From an optimization exercise on the open Yosys and OpenROAD flow, aimed at small area, a short achievable clock period and few clock cycles per item; shortcuts taken in it are not production practice. The RTL of this run was laid out without a check of its function.

<file path="design/flow/flow/run.sh">
#!/bin/bash
# Standard layout, with the timing repair aiming below the clock period:
# repair_timing works on every path whose setup slack is under the margin.
set -euo pipefail
bash standard.sh finish SETUP_SLACK_MARGIN=22.6 > standard.log 2>&1
</file>
<file path="design/flow/standard.sh">
#!/bin/bash
# synth_recipe.tcl (not shown) runs the flow's synth.tcl, then flattens the netlist and writes it again
# the make line also repeats each setting of config.mk as NAME=value (left out here)
make -C /OpenROAD-flow-scripts/flow DESIGN_CONFIG=/design/flow/config.mk WORK_HOME=/design/flow/orfs CLKGATE_MAP_FILE= SYNTH_SCRIPT=/design/flow/synth_recipe.tcl "${@:-finish}"
</file>
<file path="design/flow/config.mk">
export PLATFORM = sky130hd
export DESIGN_NAME = msf_decoder
export DESIGN_NICKNAME = msf_decoder
export VERILOG_FILES = /design/flow/design.v
export SDC_FILE = /design/flow/constraint.sdc
export NUM_CORES = 4
export LEC_CHECK = 0
export CAP_MARGIN = 20
export CORE_MARGIN = 2
export CORE_UTILIZATION = 40
export PLACE_DENSITY = 0.6
export SLEW_MARGIN = 20
</file>
<file path="design/flow/constraint.sdc">
create_clock -name core_clock -period 30.0 [get_ports {clk}]
set_input_delay 6.0000 -clock core_clock [delete_from_list [all_inputs] [get_ports {clk}]]
set_output_delay 6.0000 -clock core_clock [all_outputs]
set_load 0.01 [all_outputs]
</file>
<file path="design/flow/design.v">
module msf_decoder (
    input  wire        clk,
    input  wire        rst,           
    input  wire        start,         
    input  wire [7:0]  count,         
    input  wire [31:0] start_time,    
    output reg  [7:0]  mem_raddr,
    input  wire [7:0]  mem_rdata,
    output reg         done,
    output reg  [8:0]  dstat,         
    output reg  [5:0]  secs,
    output reg  [7:0]  rd_ptr,
    output reg  [59:0] a_bits,        
    output reg  [59:0] b_bits,        
    output reg  [31:0] rec_ticks,
    output reg  [7:0]  rec_year,
    output reg  [7:0]  rec_month,
    output reg  [7:0]  rec_day,
    output reg  [2:0]  rec_dow,
    output reg  [7:0]  rec_hour,
    output reg  [7:0]  rec_minute,
    output reg         rec_bst,
    output reg  [15:0] rec_dut1
);
    localparam [1:0] S_IDLE  = 2'd0,
                     S_INIT  = 2'd1,
                     S_RUN   = 2'd2,
                     S_FINAL = 2'd3;
    reg [1:0]  state;
    reg [7:0]  cnt;
    reg [31:0] stime;
    reg [2:0]  cd;               
    reg        ph;               
    reg [7:0]  R;                
    reg [7:0]  E;                
    function [4:0] t_u10;
        input [5:0] i;
        case (i)
            6'd0: t_u10 = 5'd10;
            6'd1: t_u10 = 5'd9;
            6'd2: t_u10 = 5'd8;
            6'd3: t_u10 = 5'd7;
            6'd4: t_u10 = 5'd6;
            6'd5: t_u10 = 5'd5;
            6'd6: t_u10 = 5'd4;
            6'd7: t_u10 = 5'd3;
            6'd8: t_u10 = 5'd2;
            6'd9: t_u10 = 5'd1;
            6'd10: t_u10 = 5'd0;
            6'd11: t_u10 = 5'd1;
            6'd12: t_u10 = 5'd2;
            6'd13: t_u10 = 5'd3;
            6'd14: t_u10 = 5'd4;
            6'd15: t_u10 = 5'd5;
            6'd16: t_u10 = 5'd6;
            6'd17: t_u10 = 5'd7;
            6'd18: t_u10 = 5'd8;
            6'd19: t_u10 = 5'd9;
            6'd20: t_u10 = 5'd10;
            6'd21: t_u10 = 5'd11;
            6'd22: t_u10 = 5'd12;
            6'd23: t_u10 = 5'd13;
            6'd24: t_u10 = 5'd14;
            6'd25: t_u10 = 5'd16;
            6'd26: t_u10 = 5'd16;
            6'd27: t_u10 = 5'd16;
            6'd28: t_u10 = 5'd16;
            6'd29: t_u10 = 5'd16;
            6'd30: t_u10 = 5'd16;
            6'd31: t_u10 = 5'd16;
            6'd32: t_u10 = 5'd16;
            6'd33: t_u10 = 5'd16;
            6'd34: t_u10 = 5'd16;
            6'd35: t_u10 = 5'd16;
            6'd36: t_u10 = 5'd16;
            6'd37: t_u10 = 5'd16;
            6'd38: t_u10 = 5'd16;
            6'd39: t_u10 = 5'd16;
            6'd40: t_u10 = 5'd16;
            6'd41: t_u10 = 5'd16;
            6'd42: t_u10 = 5'd16;
            6'd43: t_u10 = 5'd16;
            6'd44: t_u10 = 5'd16;
            6'd45: t_u10 = 5'd16;
            6'd46: t_u10 = 5'd16;
            6'd47: t_u10 = 5'd16;
            6'd48: t_u10 = 5'd16;
            6'd49: t_u10 = 5'd16;
            6'd50: t_u10 = 5'd16;
            6'd51: t_u10 = 5'd16;
            6'd52: t_u10 = 5'd16;
            6'd53: t_u10 = 5'd16;
            6'd54: t_u10 = 5'd16;
            6'd55: t_u10 = 5'd16;
            6'd56: t_u10 = 5'd16;
            6'd57: t_u10 = 5'd16;
            6'd58: t_u10 = 5'd16;
            6'd59: t_u10 = 5'd16;
            6'd60: t_u10 = 5'd16;
            6'd61: t_u10 = 5'd16;
            6'd62: t_u10 = 5'd16;
            6'd63: t_u10 = 5'd16;
        endcase
    endfunction
    function [10:0] t_a00;
        input [5:0] i;
        case (i)
            6'd0: t_a00 = 11'd1024;
            6'd1: t_a00 = 11'd1024;
            6'd2: t_a00 = 11'd800;
            6'd3: t_a00 = 11'd700;
            6'd4: t_a00 = 11'd600;
            6'd5: t_a00 = 11'd500;
            6'd6: t_a00 = 11'd400;
            6'd7: t_a00 = 11'd300;
            6'd8: t_a00 = 11'd200;
            6'd9: t_a00 = 11'd100;
            6'd10: t_a00 = 11'd0;
            6'd11: t_a00 = 11'd100;
            6'd12: t_a00 = 11'd200;
            6'd13: t_a00 = 11'd300;
            6'd14: t_a00 = 11'd400;
            6'd15: t_a00 = 11'd500;
            6'd16: t_a00 = 11'd600;
            6'd17: t_a00 = 11'd700;
            6'd18: t_a00 = 11'd800;
            6'd19: t_a00 = 11'd1024;
            6'd20: t_a00 = 11'd1024;
            6'd21: t_a00 = 11'd1024;
            6'd22: t_a00 = 11'd1024;
            6'd23: t_a00 = 11'd1024;
            6'd24: t_a00 = 11'd1024;
            6'd25: t_a00 = 11'd1024;
            6'd26: t_a00 = 11'd1024;
            6'd27: t_a00 = 11'd1024;
            6'd28: t_a00 = 11'd1024;
            6'd29: t_a00 = 11'd1024;
            6'd30: t_a00 = 11'd1024;
            6'd31: t_a00 = 11'd1024;
            6'd32: t_a00 = 11'd1024;
            6'd33: t_a00 = 11'd1024;
            6'd34: t_a00 = 11'd1024;
            6'd35: t_a00 = 11'd1024;
            6'd36: t_a00 = 11'd1024;
            6'd37: t_a00 = 11'd1024;
            6'd38: t_a00 = 11'd1024;
            6'd39: t_a00 = 11'd1024;
            6'd40: t_a00 = 11'd1024;
            6'd41: t_a00 = 11'd1024;
            6'd42: t_a00 = 11'd1024;
            6'd43: t_a00 = 11'd1024;
            6'd44: t_a00 = 11'd1024;
            6'd45: t_a00 = 11'd1024;
            6'd46: t_a00 = 11'd1024;
            6'd47: t_a00 = 11'd1024;
            6'd48: t_a00 = 11'd1024;
            6'd49: t_a00 = 11'd1024;
            6'd50: t_a00 = 11'd1024;
            6'd51: t_a00 = 11'd1024;
            6'd52: t_a00 = 11'd1024;
            6'd53: t_a00 = 11'd1024;
            6'd54: t_a00 = 11'd1024;
            6'd55: t_a00 = 11'd1024;
            6'd56: t_a00 = 11'd1024;
            6'd57: t_a00 = 11'd1024;
            6'd58: t_a00 = 11'd1024;
            6'd59: t_a00 = 11'd1024;
            6'd60: t_a00 = 11'd1024;
            6'd61: t_a00 = 11'd1024;
            6'd62: t_a00 = 11'd1024;
            6'd63: t_a00 = 11'd1024;
        endcase
    endfunction
    function [10:0] t_a10;
        input [5:0] i;
        case (i)
            6'd0: t_a10 = 11'd1024;
            6'd1: t_a10 = 11'd1024;
            6'd2: t_a10 = 11'd1024;
            6'd3: t_a10 = 11'd850;
            6'd4: t_a10 = 11'd800;
            6'd5: t_a10 = 11'd750;
            6'd6: t_a10 = 11'd700;
            6'd7: t_a10 = 11'd650;
            6'd8: t_a10 = 11'd600;
            6'd9: t_a10 = 11'd550;
            6'd10: t_a10 = 11'd500;
            6'd11: t_a10 = 11'd450;
            6'd12: t_a10 = 11'd400;
            6'd13: t_a10 = 11'd350;
            6'd14: t_a10 = 11'd300;
            6'd15: t_a10 = 11'd250;
            6'd16: t_a10 = 11'd200;
            6'd17: t_a10 = 11'd150;
            6'd18: t_a10 = 11'd100;
            6'd19: t_a10 = 11'd50;
            6'd20: t_a10 = 11'd0;
            6'd21: t_a10 = 11'd50;
            6'd22: t_a10 = 11'd100;
            6'd23: t_a10 = 11'd150;
            6'd24: t_a10 = 11'd200;
            6'd25: t_a10 = 11'd250;
            6'd26: t_a10 = 11'd300;
            6'd27: t_a10 = 11'd350;
            6'd28: t_a10 = 11'd400;
            6'd29: t_a10 = 11'd450;
            6'd30: t_a10 = 11'd500;
            6'd31: t_a10 = 11'd550;
            6'd32: t_a10 = 11'd600;
            6'd33: t_a10 = 11'd650;
            6'd34: t_a10 = 11'd700;
            6'd35: t_a10 = 11'd750;
            6'd36: t_a10 = 11'd800;
            6'd37: t_a10 = 11'd850;
            6'd38: t_a10 = 11'd1024;
            6'd39: t_a10 = 11'd1024;
            6'd40: t_a10 = 11'd1024;
            6'd41: t_a10 = 11'd1024;
            6'd42: t_a10 = 11'd1024;
            6'd43: t_a10 = 11'd1024;
            6'd44: t_a10 = 11'd1024;
            6'd45: t_a10 = 11'd1024;
            6'd46: t_a10 = 11'd1024;
            6'd47: t_a10 = 11'd1024;
            6'd48: t_a10 = 11'd1024;
            6'd49: t_a10 = 11'd1024;
            6'd50: t_a10 = 11'd1024;
            6'd51: t_a10 = 11'd1024;
            6'd52: t_a10 = 11'd1024;
            6'd53: t_a10 = 11'd1024;
            6'd54: t_a10 = 11'd1024;
            6'd55: t_a10 = 11'd1024;
            6'd56: t_a10 = 11'd1024;
            6'd57: t_a10 = 11'd1024;
            6'd58: t_a10 = 11'd1024;
            6'd59: t_a10 = 11'd1024;
            6'd60: t_a10 = 11'd1024;
            6'd61: t_a10 = 11'd1024;
            6'd62: t_a10 = 11'd1024;
            6'd63: t_a10 = 11'd1024;
        endcase
    endfunction
    function [10:0] t_a11;
        input [5:0] i;
        case (i)
            6'd0: t_a11 = 11'd1024;
            6'd1: t_a11 = 11'd1024;
            6'd2: t_a11 = 11'd1024;
            6'd3: t_a11 = 11'd1024;
            6'd4: t_a11 = 11'd867;
            6'd5: t_a11 = 11'd834;
            6'd6: t_a11 = 11'd800;
            6'd7: t_a11 = 11'd767;
            6'd8: t_a11 = 11'd734;
            6'd9: t_a11 = 11'd700;
            6'd10: t_a11 = 11'd667;
            6'd11: t_a11 = 11'd634;
            6'd12: t_a11 = 11'd600;
            6'd13: t_a11 = 11'd567;
            6'd14: t_a11 = 11'd534;
            6'd15: t_a11 = 11'd500;
            6'd16: t_a11 = 11'd467;
            6'd17: t_a11 = 11'd434;
            6'd18: t_a11 = 11'd400;
            6'd19: t_a11 = 11'd367;
            6'd20: t_a11 = 11'd334;
            6'd21: t_a11 = 11'd300;
            6'd22: t_a11 = 11'd267;
            6'd23: t_a11 = 11'd234;
            6'd24: t_a11 = 11'd200;
            6'd25: t_a11 = 11'd167;
            6'd26: t_a11 = 11'd134;
            6'd27: t_a11 = 11'd100;
            6'd28: t_a11 = 11'd67;
            6'd29: t_a11 = 11'd34;
            6'd30: t_a11 = 11'd0;
            6'd31: t_a11 = 11'd33;
            6'd32: t_a11 = 11'd66;
            6'd33: t_a11 = 11'd100;
            6'd34: t_a11 = 11'd133;
            6'd35: t_a11 = 11'd166;
            6'd36: t_a11 = 11'd200;
            6'd37: t_a11 = 11'd233;
            6'd38: t_a11 = 11'd266;
            6'd39: t_a11 = 11'd300;
            6'd40: t_a11 = 11'd333;
            6'd41: t_a11 = 11'd366;
            6'd42: t_a11 = 11'd400;
            6'd43: t_a11 = 11'd433;
            6'd44: t_a11 = 11'd466;
            6'd45: t_a11 = 11'd500;
            6'd46: t_a11 = 11'd533;
            6'd47: t_a11 = 11'd566;
            6'd48: t_a11 = 11'd600;
            6'd49: t_a11 = 11'd633;
            6'd50: t_a11 = 11'd666;
            6'd51: t_a11 = 11'd700;
            6'd52: t_a11 = 11'd733;
            6'd53: t_a11 = 11'd766;
            6'd54: t_a11 = 11'd800;
            6'd55: t_a11 = 11'd833;
            6'd56: t_a11 = 11'd866;
            6'd57: t_a11 = 11'd1024;
            6'd58: t_a11 = 11'd1024;
            6'd59: t_a11 = 11'd1024;
            6'd60: t_a11 = 11'd1024;
            6'd61: t_a11 = 11'd1024;
            6'd62: t_a11 = 11'd1024;
            6'd63: t_a11 = 11'd1024;
        endcase
    endfunction
    function [5:0] t_c70;
        input [7:0] i;
        case (i)
            8'd0: t_c70 = 6'd0;
            8'd1: t_c70 = 6'd0;
            8'd2: t_c70 = 6'd0;
            8'd3: t_c70 = 6'd0;
            8'd4: t_c70 = 6'd1;
            8'd5: t_c70 = 6'd1;
            8'd6: t_c70 = 6'd1;
            8'd7: t_c70 = 6'd2;
            8'd8: t_c70 = 6'd2;
            8'd9: t_c70 = 6'd2;
            8'd10: t_c70 = 6'd2;
            8'd11: t_c70 = 6'd3;
            8'd12: t_c70 = 6'd3;
            8'd13: t_c70 = 6'd3;
            8'd14: t_c70 = 6'd4;
            8'd15: t_c70 = 6'd4;
            8'd16: t_c70 = 6'd4;
            8'd17: t_c70 = 6'd4;
            8'd18: t_c70 = 6'd5;
            8'd19: t_c70 = 6'd5;
            8'd20: t_c70 = 6'd5;
            8'd21: t_c70 = 6'd6;
            8'd22: t_c70 = 6'd6;
            8'd23: t_c70 = 6'd6;
            8'd24: t_c70 = 6'd6;
            8'd25: t_c70 = 6'd7;
            8'd26: t_c70 = 6'd7;
            8'd27: t_c70 = 6'd7;
            8'd28: t_c70 = 6'd8;
            8'd29: t_c70 = 6'd8;
            8'd30: t_c70 = 6'd8;
            8'd31: t_c70 = 6'd8;
            8'd32: t_c70 = 6'd9;
            8'd33: t_c70 = 6'd9;
            8'd34: t_c70 = 6'd9;
            8'd35: t_c70 = 6'd10;
            8'd36: t_c70 = 6'd10;
            8'd37: t_c70 = 6'd10;
            8'd38: t_c70 = 6'd10;
            8'd39: t_c70 = 6'd11;
            8'd40: t_c70 = 6'd11;
            8'd41: t_c70 = 6'd11;
            8'd42: t_c70 = 6'd12;
            8'd43: t_c70 = 6'd12;
            8'd44: t_c70 = 6'd12;
            8'd45: t_c70 = 6'd12;
            8'd46: t_c70 = 6'd13;
            8'd47: t_c70 = 6'd13;
            8'd48: t_c70 = 6'd13;
            8'd49: t_c70 = 6'd14;
            8'd50: t_c70 = 6'd14;
            8'd51: t_c70 = 6'd14;
            8'd52: t_c70 = 6'd14;
            8'd53: t_c70 = 6'd15;
            8'd54: t_c70 = 6'd15;
            8'd55: t_c70 = 6'd15;
            8'd56: t_c70 = 6'd16;
            8'd57: t_c70 = 6'd16;
            8'd58: t_c70 = 6'd16;
            8'd59: t_c70 = 6'd16;
            8'd60: t_c70 = 6'd17;
            8'd61: t_c70 = 6'd17;
            8'd62: t_c70 = 6'd17;
            8'd63: t_c70 = 6'd18;
            8'd64: t_c70 = 6'd18;
            8'd65: t_c70 = 6'd18;
            8'd66: t_c70 = 6'd18;
            8'd67: t_c70 = 6'd19;
            8'd68: t_c70 = 6'd19;
            8'd69: t_c70 = 6'd19;
            8'd70: t_c70 = 6'd20;
            8'd71: t_c70 = 6'd20;
            8'd72: t_c70 = 6'd20;
            8'd73: t_c70 = 6'd20;
            8'd74: t_c70 = 6'd21;
            8'd75: t_c70 = 6'd21;
            8'd76: t_c70 = 6'd21;
            8'd77: t_c70 = 6'd22;
            8'd78: t_c70 = 6'd22;
            8'd79: t_c70 = 6'd22;
            8'd80: t_c70 = 6'd22;
            8'd81: t_c70 = 6'd23;
            8'd82: t_c70 = 6'd23;
            8'd83: t_c70 = 6'd23;
            8'd84: t_c70 = 6'd24;
            8'd85: t_c70 = 6'd24;
            8'd86: t_c70 = 6'd24;
            8'd87: t_c70 = 6'd24;
            8'd88: t_c70 = 6'd25;
            8'd89: t_c70 = 6'd25;
            8'd90: t_c70 = 6'd25;
            8'd91: t_c70 = 6'd26;
            8'd92: t_c70 = 6'd26;
            8'd93: t_c70 = 6'd26;
            8'd94: t_c70 = 6'd26;
            8'd95: t_c70 = 6'd27;
            8'd96: t_c70 = 6'd27;
            8'd97: t_c70 = 6'd27;
            8'd98: t_c70 = 6'd28;
            8'd99: t_c70 = 6'd28;
            8'd100: t_c70 = 6'd28;
            8'd101: t_c70 = 6'd28;
            8'd102: t_c70 = 6'd29;
            8'd103: t_c70 = 6'd29;
            8'd104: t_c70 = 6'd29;
            8'd105: t_c70 = 6'd0;
            8'd106: t_c70 = 6'd0;
            8'd107: t_c70 = 6'd0;
            8'd108: t_c70 = 6'd0;
            8'd109: t_c70 = 6'd0;
            8'd110: t_c70 = 6'd0;
            8'd111: t_c70 = 6'd0;
            8'd112: t_c70 = 6'd0;
            8'd113: t_c70 = 6'd0;
            8'd114: t_c70 = 6'd0;
            8'd115: t_c70 = 6'd0;
            8'd116: t_c70 = 6'd0;
            8'd117: t_c70 = 6'd0;
            8'd118: t_c70 = 6'd0;
            8'd119: t_c70 = 6'd0;
            8'd120: t_c70 = 6'd0;
            8'd121: t_c70 = 6'd0;
            8'd122: t_c70 = 6'd0;
            8'd123: t_c70 = 6'd0;
            8'd124: t_c70 = 6'd0;
            8'd125: t_c70 = 6'd0;
            8'd126: t_c70 = 6'd0;
            8'd127: t_c70 = 6'd0;
            8'd128: t_c70 = 6'd15;
            8'd129: t_c70 = 6'd15;
            8'd130: t_c70 = 6'd15;
            8'd131: t_c70 = 6'd16;
            8'd132: t_c70 = 6'd16;
            8'd133: t_c70 = 6'd16;
            8'd134: t_c70 = 6'd16;
            8'd135: t_c70 = 6'd17;
            8'd136: t_c70 = 6'd17;
            8'd137: t_c70 = 6'd17;
            8'd138: t_c70 = 6'd18;
            8'd139: t_c70 = 6'd18;
            8'd140: t_c70 = 6'd18;
            8'd141: t_c70 = 6'd18;
            8'd142: t_c70 = 6'd19;
            8'd143: t_c70 = 6'd19;
            8'd144: t_c70 = 6'd19;
            8'd145: t_c70 = 6'd20;
            8'd146: t_c70 = 6'd20;
            8'd147: t_c70 = 6'd20;
            8'd148: t_c70 = 6'd20;
            8'd149: t_c70 = 6'd21;
            8'd150: t_c70 = 6'd21;
            8'd151: t_c70 = 6'd21;
            8'd152: t_c70 = 6'd22;
            8'd153: t_c70 = 6'd22;
            8'd154: t_c70 = 6'd22;
            8'd155: t_c70 = 6'd22;
            8'd156: t_c70 = 6'd23;
            8'd157: t_c70 = 6'd23;
            8'd158: t_c70 = 6'd23;
            8'd159: t_c70 = 6'd24;
            8'd160: t_c70 = 6'd24;
            8'd161: t_c70 = 6'd24;
            8'd162: t_c70 = 6'd24;
            8'd163: t_c70 = 6'd25;
            8'd164: t_c70 = 6'd25;
            8'd165: t_c70 = 6'd25;
            8'd166: t_c70 = 6'd26;
            8'd167: t_c70 = 6'd26;
            8'd168: t_c70 = 6'd26;
            8'd169: t_c70 = 6'd26;
            8'd170: t_c70 = 6'd27;
            8'd171: t_c70 = 6'd27;
            8'd172: t_c70 = 6'd27;
            8'd173: t_c70 = 6'd28;
            8'd174: t_c70 = 6'd28;
            8'd175: t_c70 = 6'd28;
            8'd176: t_c70 = 6'd28;
            8'd177: t_c70 = 6'd29;
            8'd178: t_c70 = 6'd29;
            8'd179: t_c70 = 6'd29;
            8'd180: t_c70 = 6'd30;
            8'd181: t_c70 = 6'd30;
            8'd182: t_c70 = 6'd30;
            8'd183: t_c70 = 6'd30;
            8'd184: t_c70 = 6'd31;
            8'd185: t_c70 = 6'd31;
            8'd186: t_c70 = 6'd31;
            8'd187: t_c70 = 6'd32;
            8'd188: t_c70 = 6'd32;
            8'd189: t_c70 = 6'd32;
            8'd190: t_c70 = 6'd32;
            8'd191: t_c70 = 6'd33;
            8'd192: t_c70 = 6'd33;
            8'd193: t_c70 = 6'd33;
            8'd194: t_c70 = 6'd34;
            8'd195: t_c70 = 6'd34;
            8'd196: t_c70 = 6'd34;
            8'd197: t_c70 = 6'd34;
            8'd198: t_c70 = 6'd35;
            8'd199: t_c70 = 6'd35;
            8'd200: t_c70 = 6'd35;
            8'd201: t_c70 = 6'd36;
            8'd202: t_c70 = 6'd36;
            8'd203: t_c70 = 6'd36;
            8'd204: t_c70 = 6'd36;
            8'd205: t_c70 = 6'd37;
            8'd206: t_c70 = 6'd37;
            8'd207: t_c70 = 6'd37;
            8'd208: t_c70 = 6'd38;
            8'd209: t_c70 = 6'd38;
            8'd210: t_c70 = 6'd38;
            8'd211: t_c70 = 6'd38;
            8'd212: t_c70 = 6'd39;
            8'd213: t_c70 = 6'd39;
            8'd214: t_c70 = 6'd39;
            8'd215: t_c70 = 6'd40;
            8'd216: t_c70 = 6'd40;
            8'd217: t_c70 = 6'd40;
            8'd218: t_c70 = 6'd40;
            8'd219: t_c70 = 6'd41;
            8'd220: t_c70 = 6'd41;
            8'd221: t_c70 = 6'd41;
            8'd222: t_c70 = 6'd42;
            8'd223: t_c70 = 6'd42;
            8'd224: t_c70 = 6'd42;
            8'd225: t_c70 = 6'd42;
            8'd226: t_c70 = 6'd43;
            8'd227: t_c70 = 6'd43;
            8'd228: t_c70 = 6'd43;
            8'd229: t_c70 = 6'd44;
            8'd230: t_c70 = 6'd44;
            8'd231: t_c70 = 6'd44;
            8'd232: t_c70 = 6'd44;
            8'd233: t_c70 = 6'd0;
            8'd234: t_c70 = 6'd0;
            8'd235: t_c70 = 6'd0;
            8'd236: t_c70 = 6'd0;
            8'd237: t_c70 = 6'd0;
            8'd238: t_c70 = 6'd0;
            8'd239: t_c70 = 6'd0;
            8'd240: t_c70 = 6'd0;
            8'd241: t_c70 = 6'd0;
            8'd242: t_c70 = 6'd0;
            8'd243: t_c70 = 6'd0;
            8'd244: t_c70 = 6'd0;
            8'd245: t_c70 = 6'd0;
            8'd246: t_c70 = 6'd0;
            8'd247: t_c70 = 6'd0;
            8'd248: t_c70 = 6'd0;
            8'd249: t_c70 = 6'd0;
            8'd250: t_c70 = 6'd0;
            8'd251: t_c70 = 6'd0;
            8'd252: t_c70 = 6'd0;
            8'd253: t_c70 = 6'd0;
            8'd254: t_c70 = 6'd0;
            8'd255: t_c70 = 6'd0;
        endcase
    endfunction
    function [4:0] t_c90;
        input [7:0] i;
        case (i)
            8'd0: t_c90 = 5'd0;
            8'd1: t_c90 = 5'd0;
            8'd2: t_c90 = 5'd0;
            8'd3: t_c90 = 5'd0;
            8'd4: t_c90 = 5'd0;
            8'd5: t_c90 = 5'd0;
            8'd6: t_c90 = 5'd0;
            8'd7: t_c90 = 5'd0;
            8'd8: t_c90 = 5'd0;
            8'd9: t_c90 = 5'd1;
            8'd10: t_c90 = 5'd1;
            8'd11: t_c90 = 5'd1;
            8'd12: t_c90 = 5'd1;
            8'd13: t_c90 = 5'd1;
            8'd14: t_c90 = 5'd1;
            8'd15: t_c90 = 5'd1;
            8'd16: t_c90 = 5'd1;
            8'd17: t_c90 = 5'd1;
            8'd18: t_c90 = 5'd2;
            8'd19: t_c90 = 5'd2;
            8'd20: t_c90 = 5'd2;
            8'd21: t_c90 = 5'd2;
            8'd22: t_c90 = 5'd2;
            8'd23: t_c90 = 5'd2;
            8'd24: t_c90 = 5'd2;
            8'd25: t_c90 = 5'd2;
            8'd26: t_c90 = 5'd2;
            8'd27: t_c90 = 5'd3;
            8'd28: t_c90 = 5'd3;
            8'd29: t_c90 = 5'd3;
            8'd30: t_c90 = 5'd3;
            8'd31: t_c90 = 5'd3;
            8'd32: t_c90 = 5'd3;
            8'd33: t_c90 = 5'd3;
            8'd34: t_c90 = 5'd3;
            8'd35: t_c90 = 5'd3;
            8'd36: t_c90 = 5'd4;
            8'd37: t_c90 = 5'd4;
            8'd38: t_c90 = 5'd4;
            8'd39: t_c90 = 5'd4;
            8'd40: t_c90 = 5'd4;
            8'd41: t_c90 = 5'd4;
            8'd42: t_c90 = 5'd4;
            8'd43: t_c90 = 5'd4;
            8'd44: t_c90 = 5'd4;
            8'd45: t_c90 = 5'd5;
            8'd46: t_c90 = 5'd5;
            8'd47: t_c90 = 5'd5;
            8'd48: t_c90 = 5'd5;
            8'd49: t_c90 = 5'd5;
            8'd50: t_c90 = 5'd5;
            8'd51: t_c90 = 5'd5;
            8'd52: t_c90 = 5'd5;
            8'd53: t_c90 = 5'd5;
            8'd54: t_c90 = 5'd6;
            8'd55: t_c90 = 5'd6;
            8'd56: t_c90 = 5'd6;
            8'd57: t_c90 = 5'd6;
            8'd58: t_c90 = 5'd6;
            8'd59: t_c90 = 5'd6;
            8'd60: t_c90 = 5'd6;
            8'd61: t_c90 = 5'd6;
            8'd62: t_c90 = 5'd6;
            8'd63: t_c90 = 5'd7;
            8'd64: t_c90 = 5'd7;
            8'd65: t_c90 = 5'd7;
            8'd66: t_c90 = 5'd7;
            8'd67: t_c90 = 5'd7;
            8'd68: t_c90 = 5'd7;
            8'd69: t_c90 = 5'd7;
            8'd70: t_c90 = 5'd7;
            8'd71: t_c90 = 5'd7;
            8'd72: t_c90 = 5'd8;
            8'd73: t_c90 = 5'd8;
            8'd74: t_c90 = 5'd8;
            8'd75: t_c90 = 5'd8;
            8'd76: t_c90 = 5'd8;
            8'd77: t_c90 = 5'd8;
            8'd78: t_c90 = 5'd8;
            8'd79: t_c90 = 5'd8;
            8'd80: t_c90 = 5'd8;
            8'd81: t_c90 = 5'd9;
            8'd82: t_c90 = 5'd9;
            8'd83: t_c90 = 5'd9;
            8'd84: t_c90 = 5'd9;
            8'd85: t_c90 = 5'd9;
            8'd86: t_c90 = 5'd9;
            8'd87: t_c90 = 5'd9;
            8'd88: t_c90 = 5'd9;
            8'd89: t_c90 = 5'd9;
            8'd90: t_c90 = 5'd10;
            8'd91: t_c90 = 5'd10;
            8'd92: t_c90 = 5'd10;
            8'd93: t_c90 = 5'd10;
            8'd94: t_c90 = 5'd10;
            8'd95: t_c90 = 5'd10;
            8'd96: t_c90 = 5'd10;
            8'd97: t_c90 = 5'd10;
            8'd98: t_c90 = 5'd10;
            8'd99: t_c90 = 5'd11;
            8'd100: t_c90 = 5'd11;
            8'd101: t_c90 = 5'd11;
            8'd102: t_c90 = 5'd11;
            8'd103: t_c90 = 5'd11;
            8'd104: t_c90 = 5'd11;
            8'd105: t_c90 = 5'd0;
            8'd106: t_c90 = 5'd0;
            8'd107: t_c90 = 5'd0;
            8'd108: t_c90 = 5'd0;
            8'd109: t_c90 = 5'd0;
            8'd110: t_c90 = 5'd0;
            8'd111: t_c90 = 5'd0;
            8'd112: t_c90 = 5'd0;
            8'd113: t_c90 = 5'd0;
            8'd114: t_c90 = 5'd0;
            8'd115: t_c90 = 5'd0;
            8'd116: t_c90 = 5'd0;
            8'd117: t_c90 = 5'd0;
            8'd118: t_c90 = 5'd0;
            8'd119: t_c90 = 5'd0;
            8'd120: t_c90 = 5'd0;
            8'd121: t_c90 = 5'd0;
            8'd122: t_c90 = 5'd0;
            8'd123: t_c90 = 5'd0;
            8'd124: t_c90 = 5'd0;
            8'd125: t_c90 = 5'd0;
            8'd126: t_c90 = 5'd0;
            8'd127: t_c90 = 5'd0;
            8'd128: t_c90 = 5'd12;
            8'd129: t_c90 = 5'd12;
            8'd130: t_c90 = 5'd12;
            8'd131: t_c90 = 5'd12;
            8'd132: t_c90 = 5'd12;
            8'd133: t_c90 = 5'd12;
            8'd134: t_c90 = 5'd12;
            8'd135: t_c90 = 5'd12;
            8'd136: t_c90 = 5'd12;
            8'd137: t_c90 = 5'd13;
            8'd138: t_c90 = 5'd13;
            8'd139: t_c90 = 5'd13;
            8'd140: t_c90 = 5'd13;
            8'd141: t_c90 = 5'd13;
            8'd142: t_c90 = 5'd13;
            8'd143: t_c90 = 5'd13;
            8'd144: t_c90 = 5'd13;
            8'd145: t_c90 = 5'd13;
            8'd146: t_c90 = 5'd14;
            8'd147: t_c90 = 5'd14;
            8'd148: t_c90 = 5'd14;
            8'd149: t_c90 = 5'd14;
            8'd150: t_c90 = 5'd14;
            8'd151: t_c90 = 5'd14;
            8'd152: t_c90 = 5'd14;
            8'd153: t_c90 = 5'd14;
            8'd154: t_c90 = 5'd14;
            8'd155: t_c90 = 5'd15;
            8'd156: t_c90 = 5'd15;
            8'd157: t_c90 = 5'd15;
            8'd158: t_c90 = 5'd15;
            8'd159: t_c90 = 5'd15;
            8'd160: t_c90 = 5'd15;
            8'd161: t_c90 = 5'd15;
            8'd162: t_c90 = 5'd15;
            8'd163: t_c90 = 5'd15;
            8'd164: t_c90 = 5'd16;
            8'd165: t_c90 = 5'd16;
            8'd166: t_c90 = 5'd16;
            8'd167: t_c90 = 5'd16;
            8'd168: t_c90 = 5'd16;
            8'd169: t_c90 = 5'd16;
            8'd170: t_c90 = 5'd16;
            8'd171: t_c90 = 5'd16;
            8'd172: t_c90 = 5'd16;
            8'd173: t_c90 = 5'd17;
            8'd174: t_c90 = 5'd17;
            8'd175: t_c90 = 5'd17;
            8'd176: t_c90 = 5'd17;
            8'd177: t_c90 = 5'd17;
            8'd178: t_c90 = 5'd17;
            8'd179: t_c90 = 5'd17;
            8'd180: t_c90 = 5'd17;
            8'd181: t_c90 = 5'd17;
            8'd182: t_c90 = 5'd18;
            8'd183: t_c90 = 5'd18;
            8'd184: t_c90 = 5'd18;
            8'd185: t_c90 = 5'd18;
            8'd186: t_c90 = 5'd18;
            8'd187: t_c90 = 5'd18;
            8'd188: t_c90 = 5'd18;
            8'd189: t_c90 = 5'd18;
            8'd190: t_c90 = 5'd18;
            8'd191: t_c90 = 5'd19;
            8'd192: t_c90 = 5'd19;
            8'd193: t_c90 = 5'd19;
            8'd194: t_c90 = 5'd19;
            8'd195: t_c90 = 5'd19;
            8'd196: t_c90 = 5'd19;
            8'd197: t_c90 = 5'd19;
            8'd198: t_c90 = 5'd19;
            8'd199: t_c90 = 5'd19;
            8'd200: t_c90 = 5'd20;
            8'd201: t_c90 = 5'd20;
            8'd202: t_c90 = 5'd20;
            8'd203: t_c90 = 5'd20;
            8'd204: t_c90 = 5'd20;
            8'd205: t_c90 = 5'd20;
            8'd206: t_c90 = 5'd20;
            8'd207: t_c90 = 5'd20;
            8'd208: t_c90 = 5'd20;
            8'd209: t_c90 = 5'd21;
            8'd210: t_c90 = 5'd21;
            8'd211: t_c90 = 5'd21;
            8'd212: t_c90 = 5'd21;
            8'd213: t_c90 = 5'd21;
            8'd214: t_c90 = 5'd21;
            8'd215: t_c90 = 5'd21;
            8'd216: t_c90 = 5'd21;
            8'd217: t_c90 = 5'd21;
            8'd218: t_c90 = 5'd22;
            8'd219: t_c90 = 5'd22;
            8'd220: t_c90 = 5'd22;
            8'd221: t_c90 = 5'd22;
            8'd222: t_c90 = 5'd22;
            8'd223: t_c90 = 5'd22;
            8'd224: t_c90 = 5'd22;
            8'd225: t_c90 = 5'd22;
            8'd226: t_c90 = 5'd22;
            8'd227: t_c90 = 5'd23;
            8'd228: t_c90 = 5'd23;
            8'd229: t_c90 = 5'd23;
            8'd230: t_c90 = 5'd23;
            8'd231: t_c90 = 5'd23;
            8'd232: t_c90 = 5'd23;
            8'd233: t_c90 = 5'd0;
            8'd234: t_c90 = 5'd0;
            8'd235: t_c90 = 5'd0;
            8'd236: t_c90 = 5'd0;
            8'd237: t_c90 = 5'd0;
            8'd238: t_c90 = 5'd0;
            8'd239: t_c90 = 5'd0;
            8'd240: t_c90 = 5'd0;
            8'd241: t_c90 = 5'd0;
            8'd242: t_c90 = 5'd0;
            8'd243: t_c90 = 5'd0;
            8'd244: t_c90 = 5'd0;
            8'd245: t_c90 = 5'd0;
            8'd246: t_c90 = 5'd0;
            8'd247: t_c90 = 5'd0;
            8'd248: t_c90 = 5'd0;
            8'd249: t_c90 = 5'd0;
            8'd250: t_c90 = 5'd0;
            8'd251: t_c90 = 5'd0;
            8'd252: t_c90 = 5'd0;
            8'd253: t_c90 = 5'd0;
            8'd254: t_c90 = 5'd0;
            8'd255: t_c90 = 5'd0;
        endcase
    endfunction
    function [11:0] t_z100;
        input [5:0] i;
        case (i)
            6'd0: t_z100 = 12'd0;
            6'd1: t_z100 = 12'd100;
            6'd2: t_z100 = 12'd200;
            6'd3: t_z100 = 12'd300;
            6'd4: t_z100 = 12'd400;
            6'd5: t_z100 = 12'd500;
            6'd6: t_z100 = 12'd600;
            6'd7: t_z100 = 12'd700;
            6'd8: t_z100 = 12'd800;
            6'd9: t_z100 = 12'd900;
            6'd10: t_z100 = 12'd1000;
            6'd11: t_z100 = 12'd1100;
            6'd12: t_z100 = 12'd1200;
            6'd13: t_z100 = 12'd1300;
            6'd14: t_z100 = 12'd1400;
            6'd15: t_z100 = 12'd2048;
            6'd16: t_z100 = 12'd2048;
            6'd17: t_z100 = 12'd2048;
            6'd18: t_z100 = 12'd2048;
            6'd19: t_z100 = 12'd2048;
            6'd20: t_z100 = 12'd2048;
            6'd21: t_z100 = 12'd2048;
            6'd22: t_z100 = 12'd2048;
            6'd23: t_z100 = 12'd2048;
            6'd24: t_z100 = 12'd2048;
            6'd25: t_z100 = 12'd2048;
            6'd26: t_z100 = 12'd2048;
            6'd27: t_z100 = 12'd2048;
            6'd28: t_z100 = 12'd2048;
            6'd29: t_z100 = 12'd2048;
            6'd30: t_z100 = 12'd2048;
            6'd31: t_z100 = 12'd2048;
            6'd32: t_z100 = 12'd2048;
            6'd33: t_z100 = 12'd2048;
            6'd34: t_z100 = 12'd2048;
            6'd35: t_z100 = 12'd2048;
            6'd36: t_z100 = 12'd2048;
            6'd37: t_z100 = 12'd2048;
            6'd38: t_z100 = 12'd2048;
            6'd39: t_z100 = 12'd2048;
            6'd40: t_z100 = 12'd2048;
            6'd41: t_z100 = 12'd2048;
            6'd42: t_z100 = 12'd2048;
            6'd43: t_z100 = 12'd2048;
            6'd44: t_z100 = 12'd2048;
            6'd45: t_z100 = 12'd2048;
            6'd46: t_z100 = 12'd2048;
            6'd47: t_z100 = 12'd2048;
            6'd48: t_z100 = 12'd2048;
            6'd49: t_z100 = 12'd2048;
            6'd50: t_z100 = 12'd2048;
            6'd51: t_z100 = 12'd2048;
            6'd52: t_z100 = 12'd2048;
            6'd53: t_z100 = 12'd2048;
            6'd54: t_z100 = 12'd2048;
            6'd55: t_z100 = 12'd2048;
            6'd56: t_z100 = 12'd2048;
            6'd57: t_z100 = 12'd2048;
            6'd58: t_z100 = 12'd2048;
            6'd59: t_z100 = 12'd2048;
            6'd60: t_z100 = 12'd2048;
            6'd61: t_z100 = 12'd2048;
            6'd62: t_z100 = 12'd2048;
            6'd63: t_z100 = 12'd2048;
        endcase
    endfunction
    wire [8:0]  d70 = {1'b0, R} - 9'd70;
    wire [8:0]  d80 = {1'b0, R} - 9'd80;
    wire [8:0]  d90 = {1'b0, R} - 9'd90;
    wire        s70 = d70[8], s80 = d80[8], s90 = d90[8];
    wire [6:0]  u70 = d70[6:0] ^ {7{s70}};
    wire [6:0]  u80 = d80[6:0] ^ {7{s80}};
    wire [6:0]  u90 = d90[6:0] ^ {7{s90}};
    wire [10:0] p70 = {1'b0, u70, 3'd0} + {2'b0, u70, 2'd0} + {3'b0, u70, 1'b0}
                    + {5'd0, t_c70({s70, u70})};
    wire [10:0] p80 = {1'b0, u80, 3'd0} + {2'b0, u80, 2'd0} + {5'd0, u80[6:1]}
                    + {7'd0, s80, s80, 1'b0, s80};
    wire [10:0] p90 = {1'b0, u90, 3'd0} + {3'b0, u90, 1'b0} + {4'd0, u90}
                    + {6'd0, t_c90({s90, u90})};
    wire        f70 = (R > 8'd174);
    wire        f80 = (R < 8'd9)  | (R > 8'd151);
    wire        f90 = (R < 8'd10) | (R > 8'd170);
    wire [9:0]  s2  = {2'b0, E} + {2'b0, R} - 10'd100;
    wire        g2  = s2[9];
    wire [6:0]  m2  = s2[6:0] ^ {7{g2}};
    wire [9:0]  d2  = {m2, 3'd0} + {2'b0, m2, 1'b0} + {6'd0, g2, 1'b0, g2, 1'b0};
    wire        f2  = g2 ? (s2 < 10'd935) : (s2 > 10'd89);
    wire [4:0]  ue  = t_u10(E[5:0]);
    wire [4:0]  uo  = t_u10(R[5:0]);
    wire [4:0]  xs  = {1'b0, ue[3:0]} + {1'b0, uo[3:0]};
    reg  [9:0]  Sp;      
    reg  [11:0] Z100;    
    wire [9:0]  s4  = {Sp[8], Sp[8:0]} + {2'b0, R};
    wire        g4  = s4[9];
    wire [7:0]  m4  = s4[7:0] ^ {8{g4}};
    wire        f4  = Sp[9] | (g4 ? (s4 < 10'd875) : (s4 > 10'd149));
    wire [11:0] w4  = {1'b0, Z100[10:0]} + {1'b0, m4, 3'd0} + {3'b0, m4, 1'b0}
                    + {8'd0, g4, 1'b0, g4, 1'b0};
    reg  [11:0] P70;     
    reg  [10:0] P80, P90, D2;
    reg  [9:0]  S2;      
    reg  [5:0]  X;       
    reg  [11:0] W;       
    wire [10:0] a11 = t_a11(E[5:0]);
    wire [10:0] a10 = t_a10(E[5:0]);
    wire [10:0] a00 = t_a00(E[5:0]);
    wire        eh  = |E[7:6];
    wire [11:0] t11 = {2'b0, a11[9:0]} + {1'b0, P70[10:0]} + {2'b0, D2[9:0]};
    wire [11:0] t10 = {2'b0, a10[9:0]} + {2'b0, P80[9:0]} + {2'b0, D2[9:0]};
    wire [11:0] t00 = {2'b0, a00[9:0]} + {2'b0, P90[9:0]} + {2'b0, D2[9:0]};
    wire        b11 = eh | a11[10] | P70[11] | D2[10] | (t11 >= 12'd900);
    wire        b10 = eh | a10[10] | P80[10] | D2[10] | (t10 >= 12'd900);
    wire        b00 = eh | a00[10] | P90[10] | D2[10] | (t00 >= 12'd900);
    wire [12:0] t4  = {1'b0, W[11:0]} + {2'b0, P70[10:0]};
    wire        b4  = W[11] | P70[11] | (t4 > 13'd2047);
    wire [4:0]  ur  = t_u10(R[5:0]);
    wire [5:0]  zs  = {1'b0, X[4:0]} + {2'b0, ur[3:0]};
    wire        zb  = X[5] | ur[4] | (|R[7:6]);
    wire [11:0] z100 = t_z100(zs);
    wire [9:0]  sp  = {S2[8], S2[8:0]} + {2'b0, R};           
    wire        spb = S2[9] | (~sp[9] & (sp > 10'd149));
    reg  [9:0]  T11, T10, T00;
    reg  [10:0] T4;
    function [1:0] mod3;
        input [9:0] n;
        integer k;
        reg [1:0] r;
        begin
            r = 2'd0;
            for (k = 9; k >= 0; k = k - 1)
                case ({r, n[k]})
                    3'b000: r = 2'd0;  3'b001: r = 2'd1;
                    3'b010: r = 2'd2;  3'b011: r = 2'd0;
                    3'b100: r = 2'd1;  3'b101: r = 2'd2;
                    default: r = 2'd0;
                endcase
            mod3 = r;
        end
    endfunction
    function lt3;
        input [10:0] d;
        input [1:0]  ra;
        lt3 = ~d[10] & (d[9:2] != 8'd0 || d[1:0] > 2'd2 - ra);
    endfunction
    wire [1:0]  r11 = mod3(T11), r10 = mod3(T10), r00 = mod3(T00);
    wire [10:0] dA  = {1'b0, T10} - {1'b0, T11};
    wire [10:0] dB  = {1'b0, T00} - {1'b0, T11};
    wire [10:0] dC  = {1'b0, T00} - {1'b0, T10};
    wire l11_10 = lt3(dA, r11), l10_11 = lt3(-dA, r10);
    wire l11_00 = lt3(dB, r11), l00_11 = lt3(-dB, r00);
    wire l10_00 = lt3(dC, r10), l00_10 = lt3(-dC, r00);
    wire w11 = l11_10 & l11_00;
    wire w10 = l10_11 & l10_00;
    wire w00 = l00_11 & l00_10;
    wire sel11 = ~l10_11 & ~l00_11;
    wire sel10 = ~sel11 & ~l00_10;
    wire [9:0] tsel = sel11 ? T11 : (sel10 ? T10 : T00);
    wire [1:0] rsel = sel11 ? r11 : (sel10 ? r10 : r00);
    wire ok2 = (w11 & (T11 != 10'd900)) | (w10 & (T10 != 10'd900)) | (w00 & (T00 != 10'd900));
    reg  [9:0] Mt;
    reg  [1:0] Mr;
    reg        Mok, Ma, Mb;
    wire [13:0] x3 = {2'b0, T4, 1'b0} + {3'b0, T4} - {2'b0, Mt, 2'b0} - {4'b0, Mt}
                   + {9'd0, Mr, 2'b0} + {12'd0, Mr};
    reg        Flt, Fge, Fok, Fa, Fb;
    wire        have4 = ({1'b0, rd_ptr} + 9'd4 <= {1'b0, cnt});
    wire        acc01 = have4 & Flt;
    wire        accw  = Fok & (~have4 | Fge);
    wire        acc   = acc01 | accw;
    wire        abit  = accw & Fa;
    wire        bbit  = (accw & Fb) | acc01;
    wire [7:0] rd2 = rd_ptr + 8'd2;
    wire [7:0] rd4 = rd_ptr + 8'd4;
    wire [7:0] rdn = acc01 ? rd4 : rd2;
    wire [8:0] rdn1 = {1'b0, rdn} + 9'd1;
    wire       last = (secs == 6'd59) || ({1'b0, rdn} >= {1'b0, cnt});
    wire       lone = (rdn1 >= {1'b0, cnt});
    function [7:0] bcd;
        input [7:0] v;
        begin
            bcd = v[7:4] * 8'd10 + {4'd0, v[3:0]};
        end
    endfunction
    reg [7:0] w_year, w_month, w_day, w_dow, w_hour, w_minute;
    reg [7:0] w_sync;
    integer   i;
    always @* begin
        for (i = 0; i < 8; i = i + 1) w_year[7-i]   = a_bits[16+i];    
        w_month = 8'd0;
        for (i = 0; i < 5; i = i + 1) w_month[4-i]  = a_bits[24+i];    
        w_day = 8'd0;
        for (i = 0; i < 6; i = i + 1) w_day[5-i]    = a_bits[29+i];    
        w_dow = 8'd0;
        for (i = 0; i < 3; i = i + 1) w_dow[2-i]    = a_bits[35+i];    
        w_hour = 8'd0;
        for (i = 0; i < 6; i = i + 1) w_hour[5-i]   = a_bits[38+i];    
        w_minute = 8'd0;
        for (i = 0; i < 7; i = i + 1) w_minute[6-i] = a_bits[44+i];    
        for (i = 0; i < 8; i = i + 1) w_sync[7-i]   = a_bits[51+i];    
    end
    wire e_sync     = (w_sync != 8'h7E);
    wire e_par_year = ~(^a_bits[23:16] ^ b_bits[53]);
    wire e_par_date = ~(^a_bits[34:24] ^ b_bits[54]);
    wire e_par_dow  = ~(^a_bits[37:35] ^ b_bits[55]);
    wire e_par_time = ~(^a_bits[50:38] ^ b_bits[56]);
    wire frame_ok   = ~(e_sync | e_par_year | e_par_date | e_par_dow | e_par_time);
    wire empty      = (cnt == 8'd0);
    wire check      = !empty && !dstat[2] && (secs >= 6'd59);
    function [3:0] lead1;
        input [7:0] w;    
        integer j;
        reg     run;
        begin
            lead1 = 4'd0;
            run   = 1'b1;
            for (j = 0; j < 8; j = j + 1) begin
                if (run && w[j]) lead1 = lead1 + 4'd1;
                else             run   = 1'b0;
            end
        end
    endfunction
    wire [3:0]  npos = lead1(b_bits[7:0]);
    wire [3:0]  nneg = lead1(b_bits[15:8]);
    wire [15:0] dut1 = (npos != 4'd0) ? {12'd0, npos} * 16'd100
                                      : 16'd0 - {12'd0, nneg} * 16'd100;
    always @(posedge clk) begin
        R <= mem_rdata;
        if (ph) E <= R;
        P70 <= {f70, p70};
        P80 <= {f80 | (p80 >= 11'd1024), p80[9:0]};
        P90 <= {f90 | (p90 >= 11'd1024), p90[9:0]};
        D2  <= {f2, d2};
        S2  <= {~g2 & (s2 > 10'd249), s2[8:0]};
        X   <= {ue[4] | uo[4] | (|E[7:6]) | (|R[7:6]), xs[4:0]};
        W   <= {f4 | Z100[11] | (w4 >= 12'd1500), w4[10:0]};
        T11 <= b11 ? 10'd900 : t11[9:0];
        T10 <= b10 ? 10'd900 : t10[9:0];
        T00 <= b00 ? 10'd900 : t00[9:0];
        T4  <= b4 ? 11'd2047 : t4[10:0];
        Z100 <= {zb | z100[11], z100[10:0]};
        Sp  <= {spb, sp[8:0]};
        if (!ph) begin
            Mt  <= tsel;
            Mr  <= rsel;
            Mok <= ok2;
            Ma  <= w11 | w10;
            Mb  <= w11;
        end
        Flt <= x3[13];
        Fge <= ~x3[13] & (x3 >= 14'd15);
        Fok <= Mok;
        Fa  <= Ma;
        Fb  <= Mb;
        if (state == S_IDLE) begin
            cnt   <= count;
            stime <= start_time;
        end
    end
    wire clr = rst | (state == S_INIT);
    wire wr  = (state == S_RUN) & (cd == 3'd0) & acc;
    always @(posedge clk) begin
        if (clr) begin
            a_bits <= 60'd0;
            b_bits <= 60'd0;
        end else if (wr) begin
            a_bits[secs] <= abit;
            b_bits[secs] <= bbit;
        end
    end
    always @(posedge clk) begin
        if (rst) begin
            state      <= S_IDLE;
            ph         <= 1'b0;
            cd         <= 3'd0;
            mem_raddr  <= 8'd0;
            done       <= 1'b0;
            dstat      <= 9'd0;
            secs       <= 6'd0;
            rd_ptr     <= 8'd0;
            rec_ticks  <= 32'd0;
            rec_year   <= 8'd0;
            rec_month  <= 8'd0;
            rec_day    <= 8'd0;
            rec_dow    <= 3'd0;
            rec_hour   <= 8'd0;
            rec_minute <= 8'd0;
            rec_bst    <= 1'b0;
            rec_dut1   <= 16'd0;
        end else begin
            done <= 1'b0;
            ph   <= ~ph;
            if (cd != 3'd0) cd <= cd - 3'd1;
            case (state)
                S_IDLE: begin
                    mem_raddr <= {7'd0, start};
                    ph        <= 1'b0;
                    if (start) state <= S_INIT;
                end
                S_INIT: begin
                    mem_raddr <= mem_raddr + 8'd1;
                    dstat     <= 9'd0;
                    secs      <= 6'd0;
                    cd        <= 3'd6;
                    if (cnt == 8'd1) rd_ptr <= 8'd1;    
                    else             rd_ptr <= 8'd0;
                    state <= (cnt[7:1] == 7'd0) ? S_FINAL : S_RUN;
                end
                S_RUN: begin
                    mem_raddr <= mem_raddr + 8'd1;
                    if (cd == 3'd0) begin
                        if (acc) begin
                            secs <= secs + 6'd1;
                            cd   <= acc01 ? 3'd3 : 3'd1;
                            if (last) begin
                                rd_ptr <= rdn;
                                state  <= S_FINAL;
                            end else if (lone) begin
                                rd_ptr <= rdn1[7:0];
                                state  <= S_FINAL;
                            end else begin
                                rd_ptr <= rdn;
                            end
                        end else begin
                            dstat[2] <= 1'b1;                   
                            rd_ptr   <= rd2;
                            state    <= S_FINAL;
                        end
                    end
                end
                S_FINAL: begin
                    mem_raddr <= 8'd0;
                    dstat[1]  <= empty;
                    dstat[3]  <= (secs < 6'd59);                
                    if (check) begin
                        dstat[4] <= e_sync;
                        dstat[5] <= e_par_year;
                        dstat[6] <= e_par_date;
                        dstat[7] <= e_par_dow;
                        dstat[8] <= e_par_time;
                        dstat[0] <= frame_ok;
                        if (frame_ok) begin
                            rec_ticks  <= stime;
                            rec_year   <= bcd(w_year);
                            rec_month  <= bcd(w_month);
                            rec_day    <= bcd(w_day);
                            rec_dow    <= w_dow[2:0];
                            rec_hour   <= bcd(w_hour);
                            rec_minute <= bcd(w_minute);
                            rec_bst    <= b_bits[57];
                            rec_dut1   <= dut1;
                        end
                    end
                    done  <= 1'b1;
                    state <= S_IDLE;
                end
            endcase
        end
    end
endmodule
</file>
==> summary.txt <==
[sequential cells by signal, indices dropped and copies added, names as in the netlist, 12 cells and up]
name       count
rec_ticks     32
stime         32
P70           12
a_bits        60
b_bits        60
[worst reg2reg max path, stage by stage (launching register included)]
cell and delay (ns):
dfxtp_4 0.40, ha_1 0.30, nand3_1 0.12, xor2_1 0.23, inv_1 0.07, ha_1 0.29, a21o_1 0.18, a21o_1 0.18
a2111oi_0 0.85, o211a_2 0.60, xnor2_1 0.21, ha_1 0.27, xor2_1 0.17, ha_1 0.31, a21o_1 0.16, a21o_1 0.17
a211o_1 0.31, a21o_1 0.18, a21o_1 0.18, a2111oi_2 0.69, or4b_1 0.52, and3_1 0.21, mux2i_1 0.14, nor2_1 0.05
[logic make-up (layout without fill, tap and decap cells)]
logic type               count (synthesis)  after routing
AO/OA/AOI/OAI                          940            940
other                                    1             10
flip-flops                             484            484
buffers and inverters                  436            694
adder cells (fa/ha/maj)                476            476
XOR/XNOR                               279            279
AND/OR/NAND/NOR                       1151           1151
multiplexers                            75             75
[path summary, 6_finish.rpt]
path | from | endpoint | cells past startpoint
setup / recovery | b_bits[54] | b_bits[54] | 1
hold / removal | Mok | Fok | 0
hold reg to reg | Mok | Fok | 0
setup reg to reg | rd_ptr[3] | state[1] | 23
[cell usage after synthesis, types with 63 or more instances]
| cell type | instances |
|---|---|
| nor3_1 | 81 |
| fa_1 | 91 |
| dfxtp_1 | 421 |
| nand2_1 | 365 |
| o21ai_0 | 204 |
| nor2_1 | 262 |
| ha_1 | 380 |
| xor2_1 | 84 |
| edfxtp_1 | 63 |
| clkbuf_1 | 123 |
| xnor2_1 | 194 |
| inv_1 | 265 |
| a21oi_1 | 281 |
| nand3_1 | 132 |
[per-layer routing]
metal	up-vias	share of wire, %	track usage [%]
met1	13400	45	28.7
li1	14100	-	-
met5	-	0	0
met4	0	3.1	6.73
met3	127	4.1	1.96
met2	669	48	36.7
[cell type report]
class / instances / area, um2 / area share, %
multi-input combinational: 2930 / 21800 / 55.3
sequential: 484 / 10500 / 26.6
timing repair buffer: 323 / 2900 / 7.36
clock buffer: 69 / 1500 / 3.80
tap: 1080 / 1350 / 3.43
inverter: 272 / 1020 / 2.59
clock inverter: 30 / 374 / 0.949
antenna: 1 / 2.50 / 0.00635
[power groups by stage]
stage	Clock (mW)	Sequential, mW	Combinational, mW
floorplan	0	0.879	2.05
global placement	0	0.921	2.66
detailed placement	0	0.923	2.68
CTS	0.706	0.908	2.71
global route	0.730	0.919	3.02
finish	0.691	0.905	2.71
[timing repair]
action,4_1_cts,5_1_grt
setup buffers,1,0
resized for setup,349,13
endpoints found under the setup margin,306,50
hold buffers,0,0
[cells in the final DEF, fill, tap and decap left out, drive strengths merged, types with 37 or more instances in the layout]
cell type | synthesis | final
mux2i | 53 | 53
nand2b | 39 | 39
clkbuf | 123 | 71
a32o | 51 | 51
nor3 | 81 | 81
edfxtp | 63 | 63
a21o | 52 | 52
nor2 | 262 | 262
inv | 267 | 277
nand2 | 366 | 366
ha | 380 | 380
a21oi | 283 | 283
nand3 | 132 | 132
clkdlybuf4s50 | 0 | 49
nor2b | 51 | 51
dlygate4sd2 | 0 | 221
dfxtp | 421 | 421
o21ai | 208 | 208
xnor2 | 194 | 194
xor2 | 84 | 84
a211oi | 40 | 40
fa | 91 | 91
buf | 41 | 37
[through the flow]
step | hold WS, ns | setup WS (ns) | util, %
finish | 0.342 | 22.63 | 47.2
global route | 0.352 | 22.52 | 47.2
CTS | 0.343 | 22.35 | 47.1
detailed placement | 0.329 | 21.31 | 44.9
global placement | 0.326 | 21.34 | 44.9
floorplan | 0.323 | 22.60 | -
==> impl_metrics.json <==
{
  "status": "timing/DRC/antenna clean",
  "arrival_ns": 1.37,
  "yosys.area_share.simple_pct": 16.6,
  "cts-root-buf": "clkbuf_16",
  "synthTopCellsByArea": "dfxtp_1 (25%), ha_1 (14%), edfxtp_1 (5.6%)",
  "grt_pass1_wl_um": 149000,
  "synth_top_cell_by_area": "dfxtp_1",
  "power_density_mw_per_mm2": 109,
  "fin_skew_ns": 0.0199,
  "synth_warnings": 1,
  "slowest_stage": "dfxtp_1",
  "die_w_um": 294,
  "setup_viol": 0,
  "synth_ff_type": "dfxtp_1",
  "max-vdd-ir-drop_v": 0.000193,
  "ys_seq_area_share_pct": 30.6,
  "p_sw_share_pct": 46.1,
  "critical_path.cell_chain": "clkdlybuf4s15_2",
  "fp.coreArea_mm2": 0.0836,
  "rsz0062_at_grt": "yes",
  "hold_viol": 0,
  "clk_latency_ns": 0.62,
  "path_delay_family": "flip-flops",
  "cp_max_fo": 3,
  "cts_buffers": 53,
  "finalSetupTns_ns": 0,
  "yosysUniqueCellTypes": 101,
  "cts_buffer_depth": 3,
  "cts_tree": "done",
  "relSlewSlack_pct": 31.0,
  "switchingPower_mw": 1.98,
  "slowest_delay_ns": 0.46,
  "power_frac_comb_pct": 62.9,
  "syn_area_mm2": 0.0337,
  "regToRegSetupSlack_ns": 23.07,
  "postSynthAreaPerCell_um2": 8.76,
  "numPortBuffers": 285,
  "final-max-slew-violation-count": 0,
  "grt_pass1_vias": 26200,
  "p_leak_nw": 17.4,
  "rows": 106,
  "fin_cells": 5189,
  "layout-drive-gt1-share_pct": 7.45,
  "design_area_mm2": 0.0394,
  "ys_ff_latch": 484,
  "wirelength_um": 96300,
  "async_flop_share_pct": 0,
  "power_mw": 4.30,
  "intPower_mw": 2.32,
  "postSynthCellCount": 3842,
  "dr.pass1.iters": 5,
  "tightestPinTransition_ns": 1.01,
  "antenna_left": 0,
  "vias": 28300,
  "drc": 0,
  "areaGrowthSynthToFinish_pct": 17.0,
  "die_area_mm2": 0.0865,
  "dp_hpwl_um": 73900,
  "yosysTopAreaCellShare_pct": 25.0,
  "cp-end-kind": "output pin",
  "power.share.clock_pct": 16.0,
  "drt_iter0_drc": 1891,
  "synth_fa_ha_area_share_pct": 19.7,
  "fp.dieH_um": 294,
  "synthXorXnorAreaFrac_pct": 7.30,
  "synth_edf_count": 63,
  "worstSetupStartpointType": "register",
  "wire_per_inst_um": 18.6,
  "place_congestion": 0.891,
  "fmax_mhz": 136,
  "dp.cells": 5086,
  "fin_crit_ns": 7.37,
  "io_pins": 295,
  "placed_area_mm2": 0.0375,
  "finalCritPeriodShare_pct": 24.6,
  "synth_top_family_by_area": "adder cells",
  "synth_compound_area_share_pct": 18.3,
  "path_buf_inv": 1,
  "htree_levels": 2,
  "cp.required_ns": 24.00,
  "gr-total-overflow": 0,
  "path_class": "reg -> out",
  "initial_core_util_pct": 40.3,
  "p_seq_share_pct": 21.0,
  "antenna_found_initial": 2,
  "clock-sinks": 484,
  "synthMuxAreaShare_pct": 2.45,
  "grt_max_degree": 101,
  "viasPerCell": 5.45,
  "grtUsageTotal_pct": 21.5,
  "cap_violations": 0,
  "fin_nets": 4586,
  "fillCellCount": 8198,
  "holdCritPathClass": "reg -> reg",
  "clk_pin_slew_worst_paths_ns": 0.06
}

-- port drivers added, routing unchanged --
Ports are ideal in the flow. The routed layout listed here was re-timed in OpenROAD. Step 1 assumes that a clkbuf_16 drives the clock port and a buf_2 every other input. Step 2 also shifts input and output timing later by t, the mid clock arrival at the registers, as if the neighbouring blocks saw the same clock. Three values: ideal ports, drivers, drivers and shift; two values: the first two.
t, ns: 0.680
slack for setup (ns): 22.633 / 22.565 / 22.005
worst setup path after step 2: input to register
slew at the worst register clock pin (ns): 0.07 / 0.07
After both steps this run still meets setup and hold. The setup slack of this run moves by -0.068 ns with the drivers and by -0.628 ns with both steps.
